This design comes from an exercise in tuning for small area, a short achievable clock period and few clock cycles on the open sky130 flow, not from production work.
RTL that was checked went through simulation tests only; none was proved equivalent to the original.
No activity file was given, so power comes from the tool's default toggle rates.

pine:
// scc_core
module scc_core (
    input  wire        clk,
    input  wire        rst,
    input  wire        cmd_valid,
    output wire        cmd_ready,
    input  wire [63:0] cmd_word,
    output wire        rsp_valid,
    input  wire        rsp_ready,
    output wire [63:0] rsp_word,
    output wire        prim_valid,
    output wire [3:0]  prim_kind,
    output wire [15:0] prim_addr,
    output wire [31:0] prim_arg,
    input  wire        prim_ack,
    input  wire        prim_fail,
    input  wire [7:0]  prim_rdata,
    output wire [1:0]  st_pst,
    output wire        st_strm,
    output wire        st_inited,
    output wire [2:0]  st_gpio_lvl,
    output wire [2:0]  st_gpio_dir,
    output wire        st_clk_en,
    output wire [31:0] st_clk_hz,
    output wire [3:0]  st_rail_en
);
For scale: roughly 1500 cells after synthesis, roughly 130 flip-flops, about 10000 um2 of cells after synthesis.
clock: 10.0 ns
lec_check: 0
abc_area: 1
cap_margin: 20
core_margin: 2
core_utilization: 55
cts_buf_list: sky130_fd_sc_hd__clkbuf_4 sky130_fd_sc_hd__clkbuf_8
slew_margin: 20
skip_repair_tie_fanout: 1
standard.sh (not shown) runs the stock make flow with config.mk's settings and CLKGATE_MAP_FILE= SYNTH_SCRIPT=/design/flow/synth_recipe.tcl, a recipe that flattens the netlist after the stock synthesis.
==> flow/flow/run.sh <==
#!/bin/bash
set -euo pipefail
export SETUP_SLACK_MARGIN=6.55
export BUFFER_PORTS_ARGS="-buffer_cell sky130_fd_sc_hd__buf_1"
echo 'export DONT_USE_CELLS += sky130_fd_sc_hd__ha_1 sky130_fd_sc_hd__ha_2 sky130_fd_sc_hd__ha_4 sky130_fd_sc_hd__fa_1 sky130_fd_sc_hd__fa_2 sky130_fd_sc_hd__fa_4' >> config.mk
echo 'export SKIP_REPAIR_TIE_FANOUT = 1' >> config.mk
bash standard.sh > flow_make.log 2>&1
Testbench counts of pine, summed over its fixed seeds: cycles 21,737.
Relative to pine, the following input files were edited for maple:
--- a/flow/design.v
+++ b/flow/design.v
@@ -49,20 +49,18 @@
     reg        ghi;         
     reg [7:0]  cr;          
     reg [3:0]  pk;          
     reg [15:0] pa;
     reg [7:0]  pg;          
     reg [4:0]  pc;          
     reg [7:0]  rs;          
     reg        rv;          
     reg        rshow;       
-    reg        rexp;        
-    reg        rgain;       
     reg        gpend;       
     reg        inited;
     reg        strm;
     reg        soff;        
     reg [1:0]  pst;
     reg        mode_valid;
     reg [1:0]  mode_idx;
     reg [15:0] exp_r;
     reg [8:0]  gain_r;
@@ -521,23 +519,23 @@
             pa       <= pa_in;
             pg       <= pg_in;
             pc       <= 5'd0;
             gt       <= cb[8:0];
             glo      <= b_hi0_4;
             ghi      <= op07 ? b_gt159 : ~b_hi0_9;
             cr       <= code_in;
             rs       <= st_in;
             rv       <= legal & op0a & mode_valid;
-            rshow    <= legal & op0a & mode_valid;
-            rexp     <= legal & op08;
-            rgain    <= legal & op09;
+            rshow    <= legal & (op08 | op09 | (op0a & mode_valid));
             gpend    <= ok & op06 & ~b_le169;
-            t        <= op0a ? mode_field16(mode_idx, cb[3:0]) : shutter;
+            t        <= op08 ? exp_r :
+                        op09 ? {7'd0, gain_r} :
+                        op0a ? mode_field16(mode_idx, cb[3:0]) : shutter;
         end else if (run_q) begin
             if (cls == C_INIT) t[7:0] <= prim_rdata;
             if (prim_ack) begin
                 if (abt_q) ;
                 else if (fail) begin
                     rs <= st_fail;
                     if (scope_held) begin
                         pk <= P_SCOPEREL;
                         pa <= 16'd0;
@@ -650,19 +648,19 @@
                 idle_q <= 1'b1;
             end
         end
     end
     assign cmd_ready   = idle_q;
     assign rsp_valid   = rsp_q;
     wire rpclk = rv & t[15];
     assign rsp_word    = {rs, rv, 7'd0, 11'd0, upc,
                           3'd0, rpclk, 4'd0, rpclk, 2'd0, rpclk, 3'd0, rpclk,
-                          (t & {16{rshow}}) | (exp_r & {16{rexp}}) | {7'd0, gain_r & {9{rgain}}}};
+                          t & {16{rshow}}};
     assign prim_valid  = run_q;
     assign prim_kind   = pk;
     assign prim_addr   = pa;
     assign prim_arg    = {arg_of(pc) >> 8, pg | (cr & {8{pa[2]}})};
     assign st_pst      = pst;
     assign st_strm     = strm & ~soff;
     assign st_inited   = inited;
     assign st_gpio_lvl = gpio_lvl;
     assign st_gpio_dir = gpio_dir;
Compared with pine, maple improves synthesized area.
maple vs pine — number of sequential cells in the layout dropped slightly
Between pine and maple, the worst hold slack figures differ only marginally.
Between pine and maple, growth of design area from synthesis to finish is higher for maple, pine comes in under that.
maple vs. pine: via count up 478; net switching power figure lower; number of sinks driven by the clock tree went down by 1.6%; cell depth of the worst setup path now larger.
Overall routing resource usage, pine and maple: higher on maple
Only the layout flow was run in maple; the RTL was not checked for function there.

========
Setup of rev 12:
Another version of the RTL of scc_core (not shown whole).
Size: about 130 flip-flops, roughly 240 I/O pins, roughly 10000 µm² of cells after synthesis.
clock: 10.0 ns
lec_check: 0
abc_area: 1
cap_margin: 20
core_margin: 2
core_utilization: 55
cts_buf_list: sky130_fd_sc_hd__clkbuf_4 sky130_fd_sc_hd__clkbuf_8
slew_margin: 20
skip_repair_tie_fanout: 1
Scripts as last shown in full above: flow/flow/run.sh
Testbench counts of rev 12, summed over its fixed seeds: cycles 21,737.
Setup changes, rev 12 to rev 13
diff --git a/flow/design.v b/flow/design.v
--- a/flow/design.v
+++ b/flow/design.v
@@ -49,20 +49,19 @@
     reg        ghi;         
     reg [7:0]  cr;          
     reg        gsel;        
     reg [3:0]  pk;          
     reg [15:0] pa;
     reg [7:0]  pg;          
     reg [4:0]  pc;          
     reg [7:0]  rs;          
     reg        rv;          
-    reg        rshow_lo;    
-    reg        rshow_hi;    
+    reg        rshow;       
     reg        rpclk;       
     reg        gpend;       
     reg        inited;
     reg        strm;
     reg        soff;        
     reg [1:0]  pst;
     reg        mode_valid;
     reg [1:0]  mode_idx;
     reg [15:0] exp_r;
@@ -524,20 +523,19 @@
             pg       <= pg_in;
             pc       <= 5'd0;
             gt       <= cb[8:0];
             glo      <= b_hi0_4;
             ghi      <= op07 ? b_gt159 : ~b_hi0_9;
             cr       <= code_in;
             gsel     <= op06;
             rs       <= st_in;
             rv       <= legal & op0a & mode_valid;
-            rshow_lo <= legal & (op08 | op09 | (op0a & mode_valid));
-            rshow_hi <= legal & (op08 | op09 | (op0a & mode_valid));
+            rshow    <= legal & (op08 | op09 | (op0a & mode_valid));
             rpclk    <= legal & op0a & mode_valid & (cb[3:0] == 4'd6);
             gpend    <= ok & op06 & ~b_le169;
             t        <= op08 ? exp_r :
                         op09 ? {7'd0, gain_r} :
                         op0a ? mode_field16(mode_idx, cb[3:0]) : shutter;
         end else if (run_q) begin
             if (cls == C_INIT) t[7:0] <= prim_rdata;
             if (prim_ack) begin
                 if (abt_q) ;
@@ -550,19 +548,19 @@
                         pc <= 5'd0;
                     end
                 end else begin
                     if (!last) begin
                         gsel <= nxt_gsel;
                         {pk, pa, pg, pc} <= nxt;
                     end
                     if (cls == C_INIT && !id_ok) begin
                         rs       <= 8'h10;
-                        rshow_lo <= 1'b1;
+                        rshow    <= 1'b1;
                     end else if (last) begin
                         upc <= 5'd0;
                     end else begin
                         upc <= upc_n;
                     end
                 end
             end
         end
         if (rst) begin
@@ -655,19 +653,19 @@
                 rsp_q  <= 1'b0;
                 idle_q <= 1'b1;
             end
         end
     end
     assign cmd_ready   = idle_q;
     assign rsp_valid   = rsp_q;
     assign rsp_word    = {rs, rv, 7'd0, 11'd0, upc,
                           3'd0, rpclk, 4'd0, rpclk, 2'd0, rpclk, 3'd0, rpclk,
-                          t[15:8] & {8{rshow_hi}}, t[7:0] & {8{rshow_lo}}};
+                          t & {16{rshow}}};
     assign prim_valid  = run_q;
     assign prim_kind   = pk;
     assign prim_addr   = pa;
     assign prim_arg    = {arg_of(pc) >> 8, pg | (cr & {8{gsel}})};
     assign st_pst      = pst;
     assign st_strm     = strm & ~soff;
     assign st_inited   = inited;
     assign st_gpio_lvl = gpio_lvl;
     assign st_gpio_dir = gpio_dir;
## What came out
- Rev 13 completed every stage of the flow, and the final layout passed the timing, DRC and antenna checks.
- Sum of internal, switching and leakage power for rev 13 is lower than for rev 12.
- The via count reported for rev 13 is lower than the one for rev 12.
- Comparing minimum setup slack after placement for rev 12 and rev 13, the smaller number came from rev 12.
- Rev 12 -> rev 13: aggregate routed wire length decreased slightly
- Rev 13: number of stages on the worst setup path 1 below rev 12
- Longest individual stage delay on the worst path ends up lower on rev 12.
- Compared rev 13 vs rev 12, and floorplan core area is down in rev 13.
- Rev 13 against rev 12: sequential share of cell area rose by 0.46 points, clock power share decreased by 1.9 points relative to the old numbers, cell count after synthesis decreased about 2%.
Testbench counts of rev 13, summed over its fixed seeds: cycles 21,737.

==> separate check: timing with driven ports <==
The results above use ideal ports. As a check the final layouts listed here were re-extracted and re-timed, cells and wires unchanged.
Step 1 sets driving cells, clkbuf_16 on the clock port and buf_2 on the other inputs (assumed; they add their load-dependent delay and slew).
Step 2 moves the port delays by t, midway between the first and last clock arrival at a register: inputs arrive t later, outputs are due t later. That takes back most of the time a late clock gives input paths.
a / b / c = ideal ports / drivers / drivers and shift; a / b = the first two.
run | t (ns) | setup WS [ns] | cell pins on the clock port's net
pine | 0.496 | 6.509 / 6.469 / 6.145 | 1
maple | 0.510 | 6.539 / 6.551 / 6.041 | 1
rev 12 | 0.497 | 6.609 / 6.587 / 6.125 | 1
rev 13 | 0.492 | 6.556 / 6.548 / 6.082 | 1
After both steps every run listed still meets setup and hold. For maple, which loses most, drivers alone change the setup slack by +0.012 ns; drivers and shift together by -0.498 ns.
